Source: an optimization exercise on an open RTL-to-GDS flow (aim: small area, a short achievable clock period and few clock cycles per item). Production flows keep margins and buffers that such runs may drop. Where RTL was checked, it was by simulation tests only, not by an equivalence proof against the original. Power is estimated from default activity; no workload was simulated.

Design pulse_tx_codec, start of the top module:
module pulse_tx_codec (
    input  wire       clk,
    input  wire       rst,         
    input  wire       in_valid,
    input  wire [7:0] in_data,
    input  wire       in_last,
    output wire       in_ready,
    output wire       out_valid,
    output wire [7:0] out_data,
    input  wire       out_ready
);
    localparam [7:0] FLAG = 8'h55;
    localparam [2:0] W_IDLE  = 3'd0;    
    localparam [2:0] W_START = 3'd1;    
    localparam [2:0] W_DATA  = 3'd2;    
    localparam [2:0] W_FCS   = 3'd3;    
    localparam [2:0] W_CLOSE = 3'd4;    
    function [31:0] crc32_byte(input [31:0] crc_in, input [7:0] d);
        integer k;
        reg [31:0] r;
        begin
            r = crc_in ^ {24'd0, d};
            for (k = 0; k < 8; k = k + 1)
                r = r[0] ? ((r >> 1) ^ 32'hEDB8_8320) : (r >> 1);
            crc32_byte = r;
        end
    endfunction
    reg         ia_v, ib_v;
    reg  [7:0]  ia_d, ib_d;
    reg         ia_l, ib_l;
    wire        pop;                     
    wire        in_fire = in_valid && !ib_v;
    assign in_ready = !ib_v;
    reg         oa_v, ob_v;
    reg  [7:0]  oa_d, ob_d;
    wire        push;                    
    wire [7:0]  push_d;
    wire        up_ready = !ob_v;
    assign out_valid = oa_v;
    assign out_data  = oa_d;
    reg  [256*9-1:0] ring;
    reg  [7:0]  p;           
    reg  [7:0]  r;           
    reg  [7:0]  w;           
  ...
make LEC_CHECK=0 CAP_MARGIN=20 CORE_MARGIN=2 CORE_UTILIZATION=40 SLEW_MARGIN=20 finish   # period 8.0 ns
run.sh (not shown) runs the stock make flow with config.mk's settings and CLKGATE_MAP_FILE= SYNTH_SCRIPT=/design/flow/synth_recipe.tcl, a recipe that flattens the netlist after the stock synthesis.
==> next run, changes <==
- ABC_CLOCK_PERIOD_IN_PS: unset -> 3300
- SETUP_SLACK_MARGIN: unset -> 4.7
Outcome: The new run completed without violations; setup slack gains 0.86 ns; synthesized area is unchanged; power hardly moves; cell area came out higher by 1.1%; clock skew came out higher by 0.0039 ns; routed wire length stays flat; non-clock buffer count came out higher by 37; core utilization came out higher by 0.50 points.
No run of this note included a check of the RTL's function; only the layout flow was run.

* * *

Setup of T:
pulse_tx_codec, a different RTL version from the one above (not shown whole).
Size in the first run: roughly 2500 flip-flops, about 23 I/O pins.
Settings: LEC_CHECK=0, CAP_MARGIN=20, CORE_MARGIN=2, CORE_UTILIZATION=55, CTS_BUF_LIST=sky130_fd_sc_hd__clkbuf_8, SETUP_SLACK_MARGIN=4.8, SLEW_MARGIN=20; clock period 8.0 ns.
Every stage of the flow completed for T, and the final layout passed the timing, design-rule and antenna checks.
--- input diff T..R ---
Settings: CTS_BUF_LIST no longer set, was sky130_fd_sc_hd__clkbuf_8; CORE_UTILIZATION now 40, was 55.
==> comparison <==
- R vs. T: fmax went up by about 3%.
- R vs T, fraction of the core area covered by cells at the end of the flow went down by 17 points.
- Number of antenna cells inserted in R is 1 below T.
- R vs. T: maximum ir drop on the vdd rail picked up an extra about 23%, transition time at the pin with the least slew margin level, final design instance area without fill went up.
- Taking R as 1.0, T lands at 0.854 on y dimension of the die.
- R vs T — total power rose 760 uW.
- Comparing R and T, wire length is higher on T.
- R reports a lower sequential share of cell area than T does.
- Diff T -> R | final weighted congestion in routability-driven placement | down by a few percent
No functional check of the RTL was part of any run of this note.

* * *

pulse_tx_codec, a different RTL version from the one above (not shown whole).
For scale: ~3300 cells after synthesis, roughly 2400 flip-flops, about 23 I/O pins.
export LEC_CHECK = 0
export CAP_MARGIN = 20
export CORE_MARGIN = 2
export CORE_UTILIZATION = 66
export CTS_CLUSTER_DIAMETER = 60
export CTS_CLUSTER_SIZE = 30
export SETUP_SLACK_MARGIN = 5.0
export SLEW_MARGIN = 20
create_clock -name core_clock -period 8.0 [get_ports {clk}]
standard.sh (not shown) runs the stock make flow with config.mk's settings and CLKGATE_MAP_FILE= SYNTH_SCRIPT=/design/flow/synth_recipe.tcl, a recipe that flattens the netlist after the stock synthesis.
==> flow/flow/run.sh <==
#!/bin/bash
set -euo pipefail
MARGIN=5.35
sed "s/SETUP_SLACK_MARGIN=[0-9.]*/SETUP_SLACK_MARGIN=${MARGIN}/" standard.sh > standard_margin.sh
grep -q "SETUP_SLACK_MARGIN=${MARGIN}" standard_margin.sh
bash standard_margin.sh > flow.log 2>&1
Testbench counts at the start, summed over its fixed seeds: cycles 97,641, items 900.
Change:
- CORE_UTILIZATION: 66 -> 60
- CTS_CLUSTER_DIAMETER: 60 -> 80
=> The changed run completed without violations; clock skew drops by 0.015 ns; global-route usage shrinks by 2.4 points; power goes down by a few percent; cell count climbs slightly; worst setup slack is better by 0.012 ns; design area drops slightly; wire length is lower by a few percent.
Change:
- CORE_UTILIZATION: 60 -> 63
- CTS_CLUSTER_SIZE: 30 -> 34
Effect: Power decreases by about 0.6%; die area is lower by about 4.7%; first-iteration DRC count goes down by about 21%; non-clock buffer count grows by 4; wire length fell by 0.82%; design area stays flat; clock skew increases by 0.0064 ns; global-route usage climbs by 0.30 points; critical path depth does not change; setup slack improved by 0.011 ns; register-to-register slack stays flat.
Change:
==> flow/flow/run.sh (replaced) <==
#!/bin/bash
set -euo pipefail
MARGIN=5.5
sed "s/SETUP_SLACK_MARGIN=[0-9.]*/SETUP_SLACK_MARGIN=${MARGIN}/" standard.sh > standard_margin.sh
grep -q "SETUP_SLACK_MARGIN=${MARGIN}" standard_margin.sh
bash standard_margin.sh > flow.log 2>&1
- CORE_UTILIZATION: 63 -> 60
- CTS_CLUSTER_SIZE: 34 -> 30
Cell count came out higher slightly.
Final area came out higher slightly.
Count of clock-buffer cells in the layout came out higher by 11.
Clock skew came out higher by 0.0074 ns.
Register-to-register slack gains 0.12 ns.
Synthesized area does not change.

* * *

red:
The RTL this note starts from:
==> flow/design.v <==
module pulse_tx_codec (
    input  wire       clk,
    input  wire       rst,         
    input  wire       in_valid,
    input  wire [7:0] in_data,
    input  wire       in_last,
    output wire       in_ready,
    output wire       out_valid,
    output wire [7:0] out_data,
    input  wire       out_ready
);
    localparam [7:0] FLAG = 8'h55;
    localparam [2:0] W_IDLE  = 3'd0;    
    localparam [2:0] W_START = 3'd1;    
    localparam [2:0] W_DATA  = 3'd2;    
    localparam [2:0] W_FCS   = 3'd3;    
    localparam [2:0] W_CLOSE = 3'd4;    
    function [31:0] crc32_byte(input [31:0] crc_in, input [7:0] d);
        integer k;
        reg [31:0] r;
        begin
            r = crc_in ^ {24'd0, d};
            for (k = 0; k < 8; k = k + 1)
                r = r[0] ? ((r >> 1) ^ 32'hEDB8_8320) : (r >> 1);
            crc32_byte = r;
        end
    endfunction
    reg         ir;          
    assign in_ready = ir;
    reg         oa_v, ob_v;
    reg  [7:0]  oa_d, ob_d;
    reg  [7:0]  od;          
    wire        push;                    
    wire [7:0]  push_d;
    assign out_valid = oa_v;
    assign out_data  = od;
    reg  [256*9-1:0] ring;
    reg  [7:0]  da;          
    reg  [7:0]  db;          
    reg         rp, wp;      
    reg         vp;          
    reg         empty;       
    reg         full;        
    reg         c255;        
    wire [8:0]  head = ring[256*9-1 -: 9];
    wire [8:0]  next_head = ring[255*9-1 -: 9];
    reg         is_code;     
    reg         head_ok;     
    wire [255:0] ta;
    genvar gi;
    generate
        for (gi = 0; gi < 256; gi = gi + 1) begin : g_ta
            if (gi >= 1 && gi <= 253)
                assign ta[gi] = ring[(253-gi)*9 + 8];
            else
                assign ta[gi] = 1'b0;
        end
    endgenerate
    wire [6:0]  f0, f1, f2, f3;
    genvar gg;
    generate
        for (gg = 0; gg < 4; gg = gg + 1) begin : g_grp
            wire [63:0] b = ta[64*gg +: 64];
            wire [31:0] v1; wire [31:0]    i1;
            wire [15:0] v2; wire [16*2-1:0] i2;
            wire [7:0]  v3; wire [8*3-1:0]  i3;
            wire [3:0]  v4; wire [4*4-1:0]  i4;
            wire [1:0]  v5; wire [2*5-1:0]  i5;
            for (gi = 0; gi < 32; gi = gi + 1) begin : l1
                assign v1[gi] = b[2*gi] | b[2*gi+1];
                assign i1[gi] = !b[2*gi];
            end
            for (gi = 0; gi < 16; gi = gi + 1) begin : l2
                assign v2[gi] = v1[2*gi] | v1[2*gi+1];
                assign i2[gi*2 +: 2] = v1[2*gi] ? {1'b0, i1[2*gi]} : {1'b1, i1[2*gi+1]};
            end
            for (gi = 0; gi < 8; gi = gi + 1) begin : l3
                assign v3[gi] = v2[2*gi] | v2[2*gi+1];
                assign i3[gi*3 +: 3] = v2[2*gi] ? {1'b0, i2[4*gi +: 2]} : {1'b1, i2[4*gi+2 +: 2]};
            end
            for (gi = 0; gi < 4; gi = gi + 1) begin : l4
                assign v4[gi] = v3[2*gi] | v3[2*gi+1];
                assign i4[gi*4 +: 4] = v3[2*gi] ? {1'b0, i3[6*gi +: 3]} : {1'b1, i3[6*gi+3 +: 3]};
            end
            for (gi = 0; gi < 2; gi = gi + 1) begin : l5
                assign v5[gi] = v4[2*gi] | v4[2*gi+1];
                assign i5[gi*5 +: 5] = v4[2*gi] ? {1'b0, i4[8*gi +: 4]} : {1'b1, i4[8*gi+4 +: 4]};
            end
            wire [6:0] fr = {v5[0] | v5[1], v5[0] ? {1'b0, i5[0 +: 5]} : {1'b1, i5[5 +: 5]}};
            if (gg == 0) begin : a0 assign f0 = fr; end
            if (gg == 1) begin : a1 assign f1 = fr; end
            if (gg == 2) begin : a2 assign f2 = fr; end
            if (gg == 3) begin : a3 assign f3 = fr; end
        end
    endgenerate
    reg  [6:0]  g0, g1, g2, g3;
    reg         g1_55;       
    wire        t254 = ring[8];
    wire        g3v  = g3[6] || t254;
    wire [5:0]  g3i  = g3[6] ? g3[5:0] : 6'd62;
    wire        found = g0[6] || g1[6] || g2[6] || g3v;
    wire [7:0]  code_n = g0[6] ? {2'd0, g0[5:0]} :
                         g1[6] ? {2'd1, g1[5:0]} :
                         g2[6] ? {2'd2, g2[5:0]} :
                         g3v   ? {2'd3, g3i}     : 8'hFF;
    wire        code_55 = !g0[6] && g1[6] && g1_55;
    reg  [7:0]  code_q;      
    wire        consume = rp && !empty && !ob_v && head_ok;
    assign push   = consume;
    assign push_d = is_code ? code_q : head[7:0];
    reg  [2:0]  wst;
    reg  [7:0]  run;         
    reg         run_full;    
    reg  [1:0]  fidx;
    reg  [31:0] crc;
    wire [7:0]  x = (wst == W_FCS) ? ~crc[7:0] : in_data;
    reg         has_slot;
    reg  [8:0]  nslot;
    reg         uses_x;
    always @* begin
        has_slot = 1'b0;
        nslot    = {1'b1, 8'h00};
        uses_x   = 1'b0;
        case (wst)
            W_IDLE:  begin has_slot = in_valid; nslot = {1'b1, FLAG}; end
            W_START: begin has_slot = 1'b1; end
            W_DATA, W_FCS: begin
                has_slot = (wst == W_FCS) || in_valid || run_full;
                if (!run_full) begin
                    uses_x = 1'b1;
                    if (x != 8'h00)
                        nslot = {1'b0, (x == FLAG) ? 8'h00 : x};
                end
            end
            W_CLOSE: begin has_slot = 1'b1; nslot = {1'b1, FLAG}; end
            default: ;
        endcase
    end
    wire        write_nc = has_slot && (empty || (wp && !full));
    wire        write_c  = has_slot && (empty || wp);
    wire        write    = consume ? write_c : write_nc;
    wire        take = write && uses_x && (wst == W_DATA);
    wire        inc = write && !consume;
    wire        dec = consume && !write;
    wire        c1      = (db == 8'd1);
    wire        c254    = !empty && (da == 8'd2);
    wire        empty_n = inc ? 1'b0 : (dec ? c1 : empty);
    wire        full_n  = inc ? c255 : (dec ? 1'b0 : full);
    wire        c255_n  = inc ? c254 : (dec ? full : c255);
    wire        rp_n = consume || (!(write && empty) && (da == 8'd1));
    wire        wp_n = write || (db == 8'd1);
    wire        head_ok_n = !(next_head[8] && !next_head[0]) || found || full_n || c255_n;
    reg  [2:0]  wst_n;
    always @* begin
        wst_n = wst;
        if (write)
            case (wst)
                W_IDLE:  wst_n = W_START;
                W_START: wst_n = W_DATA;
                W_DATA:  if (uses_x && in_last) wst_n = W_FCS;
                W_FCS:   if (uses_x && fidx == 2'd3) wst_n = W_CLOSE;
                default: wst_n = W_IDLE;
            endcase
    end
    wire        run_full_n = write ? (uses_x && x != 8'h00 && run == 8'd253) : run_full;
    wire        ob_v_n = (!oa_v || out_ready) ? (ob_v && push) : (ob_v || push);
    wire        consume_n = rp_n && !empty_n && !ob_v_n && head_ok_n;
    wire        ir_n = (wst_n == W_DATA) && !run_full_n &&
                       (empty_n || (wp_n && (!full_n || consume_n)));
    always @(posedge clk) begin
        ring <= {ring[255*9-1:0],
                 write ? nslot : {head[8] && vp && !consume, head[7:0]}};
        g0 <= f0;
        g1 <= f1;
        g2 <= f2;
        g3 <= f3;
        g1_55 <= (f1[5:0] == 6'd21);
        code_q  <= code_55 ? 8'h00 : code_n;
        is_code <= next_head[8] && !next_head[0];
        head_ok <= head_ok_n;
        rp <= rp_n;
        wp <= wp_n;
        vp <= !empty_n && (rp_n || (vp && !wp_n));
        if (consume)
            da <= 8'd0;
        else if (write && empty)
            da <= 8'd255;
        else
            da <= da - 8'd1;
        if (write)
            db <= 8'd0;
        else
            db <= db - 8'd1;
        od <= (!oa_v || out_ready) ? (ob_v ? ob_d : push_d) : oa_d;
        if (!oa_v || out_ready) begin
            oa_v <= ob_v || push;
            if (ob_v || push)
                oa_d <= ob_v ? ob_d : push_d;
            ob_v <= ob_v && push;
            ob_d <= push_d;
        end else if (push) begin
            ob_v <= 1'b1;
            ob_d <= push_d;
        end
        if (write) begin
            case (wst)
                W_IDLE:  crc <= 32'hFFFF_FFFF;
                W_START: run <= 8'd0;
                W_DATA, W_FCS: begin
                    if (!uses_x || x == 8'h00)
                        run <= 8'd0;
                    else
                        run <= run + 8'd1;
                    if (uses_x) begin
                        if (wst == W_DATA) begin
                            crc  <= crc32_byte(crc, in_data);
                            fidx <= 2'd0;
                        end else begin
                            crc  <= {8'hFF, crc[31:8]};
                            fidx <= fidx + 2'd1;
                        end
                    end
                end
                default: ;
            endcase
        end
        if (rst) begin
            empty    <= 1'b1;
            full     <= 1'b0;
            c255     <= 1'b0;
            vp       <= 1'b0;
            wst      <= W_IDLE;
            run_full <= 1'b0;
            ir       <= 1'b0;
            oa_v     <= 1'b0;
            ob_v     <= 1'b0;
        end else begin
            empty <= empty_n;
            full  <= full_n;
            c255  <= c255_n;
            wst      <= wst_n;
            run_full <= run_full_n;
            ir       <= ir_n;
        end
    end
endmodule
clock: 8.0 ns
lec_check: 0
cap_margin: 20
core_margin: 2
core_utilization: 60
cts_cluster_diameter: 80
cts_cluster_size: 34
setup_slack_margin: 5.0
slew_margin: 20
==> flow/flow/run.sh <==
#!/bin/bash
set -euo pipefail
MARGIN=5.35
sed "s/SETUP_SLACK_MARGIN=[0-9.]*/SETUP_SLACK_MARGIN=${MARGIN}/" standard.sh > standard_margin.sh
grep -q "SETUP_SLACK_MARGIN=${MARGIN}" standard_margin.sh
bash standard_margin.sh > flow.log 2>&1
The flow did not stop early for red: all stages ran, and the layout cleared the timing, design-rule and antenna checks.
Testbench counts of red, summed over its fixed seeds: cycles 97,641, items 900.
Edits applied to the flow inputs when going from red to green:
==> flow/flow/run.sh <==
#!/bin/bash
set -euo pipefail
MARGIN=5.3
sed "s/SETUP_SLACK_MARGIN=[0-9.]*/SETUP_SLACK_MARGIN=${MARGIN}/" standard.sh > standard_margin.sh
grep -q "SETUP_SLACK_MARGIN=${MARGIN}" standard_margin.sh
bash standard_margin.sh > flow.log 2>&1
Notes after the runs:
green against red: quantity of hold-fixing buffers added after cts comparable, combinational share of power comparable, number of non-clock buffers in the layout now smaller.
green — number of clock buffers in the layout 1 lower, red as reference
From red to green the numbers moved as follows: critical path depth stayed essentially flat, initial antenna violation count rose by 1, number of clock sinks seen by CTS stayed essentially flat.
Compared to red, green shows a narrower setup margin.
Diff red -> green: proportion of register bits with asynchronous set or reset after synthesis neither gained nor lost much, final clock skew increased by 0.017 ns relative to the old numbers.
met1 capacity usage during global routing on green is down relative to red.

[afterwards: timing with drivers on the ports]
How much do the figures lean on ideal ports? The routed layouts below were timed once more, with nothing changed but the port constraints. Step 1: set_driving_cell puts a clkbuf_16 on clk and a buf_2 on each other input, an assumption about the parent block. Step 2 times the ports against the registers' clock, not the clock port: input delays grow and output delays shrink by t, the midpoint of the rising clock arrivals with the driver on. Three values: ideal ports, drivers, drivers and shift; two values: the first two.
run | shift t [ns] | setup slack, ns | hold WS [ns] | worst register clock-pin slew, ns | worst data-port slew with drivers (ns)
the first run of note 1 | 0.845 | 2.837 / 2.837 / 2.837 | 0.314 / 0.314 / 0.314 | 0.07 / 0.07 | 0.04
the second run of note 1 | 0.844 | 3.697 / 3.697 / 3.697 | 0.310 / 0.310 / 0.310 | 0.07 / 0.07 | 0.03
T | 0.957 | 4.849 / 4.868 / 3.929 | 0.265 / 0.265 / 0.265 | 0.07 / 0.07 | 0.06
R | 0.838 | 4.937 / 4.871 / 4.303 | 0.293 / 0.293 / 0.293 | 0.07 / 0.07 | 0.07
the first run of note 3 | 0.744 | 5.259 / 5.192 / 4.654 | 0.321 / 0.321 / 0.321 | 0.11 / 0.11 | 0.04
the second run of note 3 | 0.733 | 5.271 / 5.209 / 4.671 | 0.326 / 0.326 / 0.326 | 0.11 / 0.11 | 0.04
the third run of note 3 | 0.725 | 5.283 / 5.219 / 4.670 | 0.318 / 0.318 / 0.318 | 0.12 / 0.12 | 0.04
the fourth run of note 3 | 0.752 | 5.237 / 5.175 / 4.724 | 0.318 / 0.318 / 0.318 | 0.11 / 0.11 | 0.05
red | 0.734 | 5.285 / 5.221 / 4.668 | 0.323 / 0.323 / 0.323 | 0.12 / 0.12 | 0.04
green | 0.731 | 5.272 / 5.210 / 4.664 | 0.322 / 0.322 / 0.322 | 0.12 / 0.12 | 0.04
After both steps every run listed still meets setup and hold. For T, which loses most, drivers alone change the setup slack by +0.019 ns; drivers and shift together by -0.920 ns.
